Context: an optimization exercise on an open-source flow, tuned for small area, a short achievable clock period and few clock cycles per item. The choices shown serve that exercise and are no tape-out recipe. Function was checked by simulation only, so behaviour that the tests miss may differ from the original.

==> inputs of run a <==
// t32_wsc
module t32_wsc (
    input  wire        clk,
    input  wire        rst,
    output wire        ready,
    output reg         done,
    input  wire        tick,
    input  wire [15:0] cap_p,
    input  wire [15:0] cap_v,
    output reg         sample_valid,
    output wire [15:0] sample,
    input  wire [1:0]  h_op,
    input  wire [13:0] h_addr,
    input  wire [31:0] h_wdata,
    output reg         h_err,
    output wire [31:0] h_rdata,
    output wire        t_en,
    output wire        t_we,
    output wire [13:0] t_addr,
    output wire [31:0] t_wdata,
    input  wire [31:0] t_rdata
);
Settings: LEC_CHECK=0, CAP_MARGIN=20, CORE_MARGIN=2, CORE_UTILIZATION=60, PLACE_DENSITY=0.7, SLEW_MARGIN=20; clock period 16.5 ns.
run.sh (not shown) runs the stock make flow with config.mk's settings and CLKGATE_MAP_FILE= SYNTH_SCRIPT=/design/flow/synth_recipe.tcl, a recipe that flattens the netlist after the stock synthesis.
==> run b (differences from run a) <==
--- a/flow/design.v
+++ b/flow/design.v
@@ -249,39 +249,39 @@
     assign h_rdata = hx & {32{hx_rd}};
     assign t_wdata = hx;
     reg [1:0]  hr_kind;    
     reg st_wm, st_s0, st_s1, st_a2, st_hw, st_hr0;
     reg ps_p, ps_v, ps_f0, ps_f1;
-    wire [11:0] w0i  = phase_n[31:20] & wmask;
-    wire [11:0] w1n  = (phase_n[31:20] + 12'd1) & wmask;
+    wire [11:0] idx_pn = phase_n[31:20] & wmask;
+    wire [11:0] idx_ph = phase[31:20] & wmask;
+    wire [11:0] w0i  = st_wm ? idx_ph : idx_pn;
+    wire [11:0] w1n  = ((st_wm ? phase[31:20] : phase_n[31:20]) + 12'd1) & wmask;
     wire [7:0]  sj   = {~yr[15], yr[14:8]};
     wire        j_ok = (sj == sj_r);
-    reg  [7:0]  sj1;             
+    wire [7:0]  sj1  = (sj_r == 8'd255) ? sj_r : sj_r + 8'd1;
     wire        s0_rd = st_s0 || (st_a2 && ctrl_shape);
     wire s_mem   = s0_rd || st_s1 || st_hw || st_hr0;
     reg         wc_val;
     reg  [11:0] wc_idx;          
     reg  [11:0] wc_nxt;          
     reg  [15:0] wc_s1;           
     wire w_req   = (wf == WF_NONE) && (st_wm || (ph_ok && nx_play));
-    reg  [11:0] wc_nx2;          
-    wire w_same  = wc_val && (w0i == wc_idx);
-    wire w_near  = wc_val && (w0i == wc_nxt);
+    wire w_same  = wc_val && (st_wm ? (idx_ph == wc_idx) : (idx_pn == wc_idx));
+    wire w_near  = wc_val && (st_wm ? (idx_ph == wc_nxt) : (idx_pn == wc_nxt));
     wire w0_go   = w_req && !w_same && !w_near && !s_mem;
     wire w1n_go  = w_req && w_near && !s_mem;
     wire w1w_go  = ((wf == WF_0) || (wf == WF_S0)) && !s_mem;
     wire w1_go   = w1w_go || w1n_go;
-    wire p_go    = !(st_wm && (wf == WF_NONE));
-    wire f_a     = (ps_f0 || (ps_p && p_go && !(p_hit && v_hit)) || (ps_v && !v_hit)) &&
+    wire f_a     = (ps_f0 || (ps_p && !(p_hit && v_hit)) || (ps_v && !v_hit)) &&
                    !s_mem && !w0_go && !w1_go;
     wire fv_now  = ps_p ? p_hit : ps_v ? 1'b1 : fill_v;
     wire f_b     = ps_f1 && !s_mem && !w0_go && !w1_go;
     wire [13:0] ta =
           ({14{s0_rd}}            & {6'b010100, sj_r})
         | ({14{st_s1}}            & {6'b010100, sj1})
         | ({14{st_hw | st_hr0}}   & ha_r)
-        | ({14{w1n_go}}           & {2'b10, wc_nx2})
+        | ({14{w1n_go}}           & {2'b10, w1n})
         | ({14{w1w_go}}           & {2'b10, wc_nxt})
         | ({14{w0_go}}            & {2'b10, w0i})
         | ({14{f_a}}              & (fv_now ? {4'b0100, vidx} : {3'b001, pidx}))
         | ({14{f_b}}              & (fill_v ? {4'b0100, vidx1} : {3'b001, pidx1}));
     assign t_addr = ta;
@@ -324,11 +324,11 @@
         else begin
             case (pr)
                 PR_B1:   pr_nx = PR_B2;
                 PR_B2:   pr_nx = pr_start;
                 PR_RS:   if (ss == SS_IDLE) pr_nx = pr_start;
-                PR_P:    pr_nx = !p_go ? PR_P : (p_hit && v_hit) ? PR_VA : f_a ? PR_F1 : PR_F0;
+                PR_P:    pr_nx = (p_hit && v_hit) ? PR_VA : f_a ? PR_F1 : PR_F0;
                 PR_V:    pr_nx = v_hit ? PR_VA : f_a ? PR_F1 : PR_F0;
                 PR_VA:   pr_nx = PR_DONE;
                 PR_F0:   if (f_a) pr_nx = PR_F1;
                 PR_F1:   pr_nx = f_b ? PR_F2 : PR_F1B;
                 PR_F1B:  if (f_b) pr_nx = PR_F2;
@@ -409,21 +409,17 @@
                 oc <= m2[36] ? 67'h1FFFFFFFF : 67'd0;
             end else if (ss == SS_A1) begin
                 obe  <= benc({1'b0, amp[16:0]});
                 oc   <= {m2[49:0], oa[37] ? 17'h1FFFF : 17'h0};
                 sj_r <= {~m2[48], m2[47:41]};
-                sj1  <= ({~m2[48], m2[47:41]} == 8'd255) ? 8'd255 : {~m2[48], m2[47:41]} + 8'd1;
             end else if (ss == SS_A2) begin
                 oa <= {30'd0, m2[57:50]};
             end else if (ss == SS_S1) begin
                 oc <= {{43{t_rdata[15]}}, t_rdata[15:0], 8'd0};
             end else if (ss == SS_S2) begin
                 obe <= benc({t_rdata[15], t_rdata[15], t_rdata[15:0]} - {oc[23], oc[23], oc[23:8]});
-                if (!j_ok) begin
-                    sj_r <= sj;
-                    sj1  <= (sj == 8'd255) ? 8'd255 : sj + 8'd1;
-                end
+                if (!j_ok) sj_r <= sj;
             end
             case (ss)
             SS_IDLE: begin
                 if (acc_tick) begin
                     capp   <= cap_p;
@@ -536,19 +532,17 @@
                 WF_NONE: begin
                     if (w_req && w_same) begin
                         wf  <= WF_D;
                     end else if (w1n_go) begin
                         s0r    <= wc_s1;
-                        wc_idx <= wc_nxt;
-                        wc_nxt <= wc_nx2;
-                        wc_nx2 <= (wc_nx2 + 12'd1) & wmask;
+                        wc_idx <= w0i;
+                        wc_nxt <= w1n;
                         wc_val <= 1'b0;
                         wf     <= WF_1;
                     end else if (w0_go) begin
                         wc_idx <= w0i;
                         wc_nxt <= w1n;
-                        wc_nx2 <= (w1n + 12'd1) & wmask;
                         wc_val <= 1'b0;
                         wf     <= WF_0;
                     end
                 end
                 WF_0: begin
@@ -592,11 +586,11 @@
                     vkey <= key_of({16'd0, vctl_new});
                     b_ok <= 1'b1;
                 end
                 PR_RS: begin
                 end
-                PR_P: if (p_go) begin
+                PR_P: begin
                     if (p_hit) begin
                         phase_n <= m1[48:17];
                         ph_ok   <= 1'b1;
                         if (v_hit) begin
                             vacc <= vmul[26:0];
==> out/metrics.yaml <==
final_util: 0.6542
synthesis.area_um2: 101200
outcome: "no timing/DRC/antenna violations"
final_nets: 13190
hp-start: "vctl[9]$_SDFFE_PP0P_"
cp.arrival_ns: 6.83
reg2reg_slack_ns: 6.94
fin_ws_ns: 6.373
worstSetupPathDepth: 15
finalCritPeriodShare: 0.6138
antenna_found_initial: 24
the above is filed under run b

==> out/metrics.yaml <==
final_util: 0.6545
synthesis.area_um2: 102800
outcome: "no timing/DRC/antenna violations"
hp-start: "pctl[15]$_SDFFE_PP0P_"
cp.arrival_ns: 10.41
reg2reg_slack_ns: 6.78
worstSetupPathDepth: 25
antenna_found_initial: 40
finalCritPeriodShare: 0.5890
the above is filed under run a

Testbench counts of run a, summed over its fixed seeds: cycles 27,767, ticks 5,120.
Testbench counts of run b, summed over its fixed seeds: cycles 27,767, ticks 5,120.

==> static timing again, ports no longer ideal <==
How much do the figures lean on ideal ports? The routed layouts below were timed once more, with nothing changed but the port constraints. Step 1 sets driving cells, clkbuf_16 on the clock port and buf_2 on the other inputs (assumed; they add their load-dependent delay and slew). Step 2 moves the port delays by t, midway between the first and last clock arrival at a register: inputs arrive t later, outputs are due t later. That takes back most of the time a late clock gives input paths. Three values: ideal ports, drivers, drivers and shift; two values: the first two.
run | t (ns) | setup WS [ns] | worst setup path at the end | worst data-port slew with drivers (ns) | cell pins on the clock port's net
run a | 0.887 | 6.782 / 6.782 / 6.782 | register to register | 0.30 | 1
run b | 0.851 | 6.373 / 6.292 / 6.945 | register to register | 0.18 | 1
After both steps every run listed still meets setup and hold.
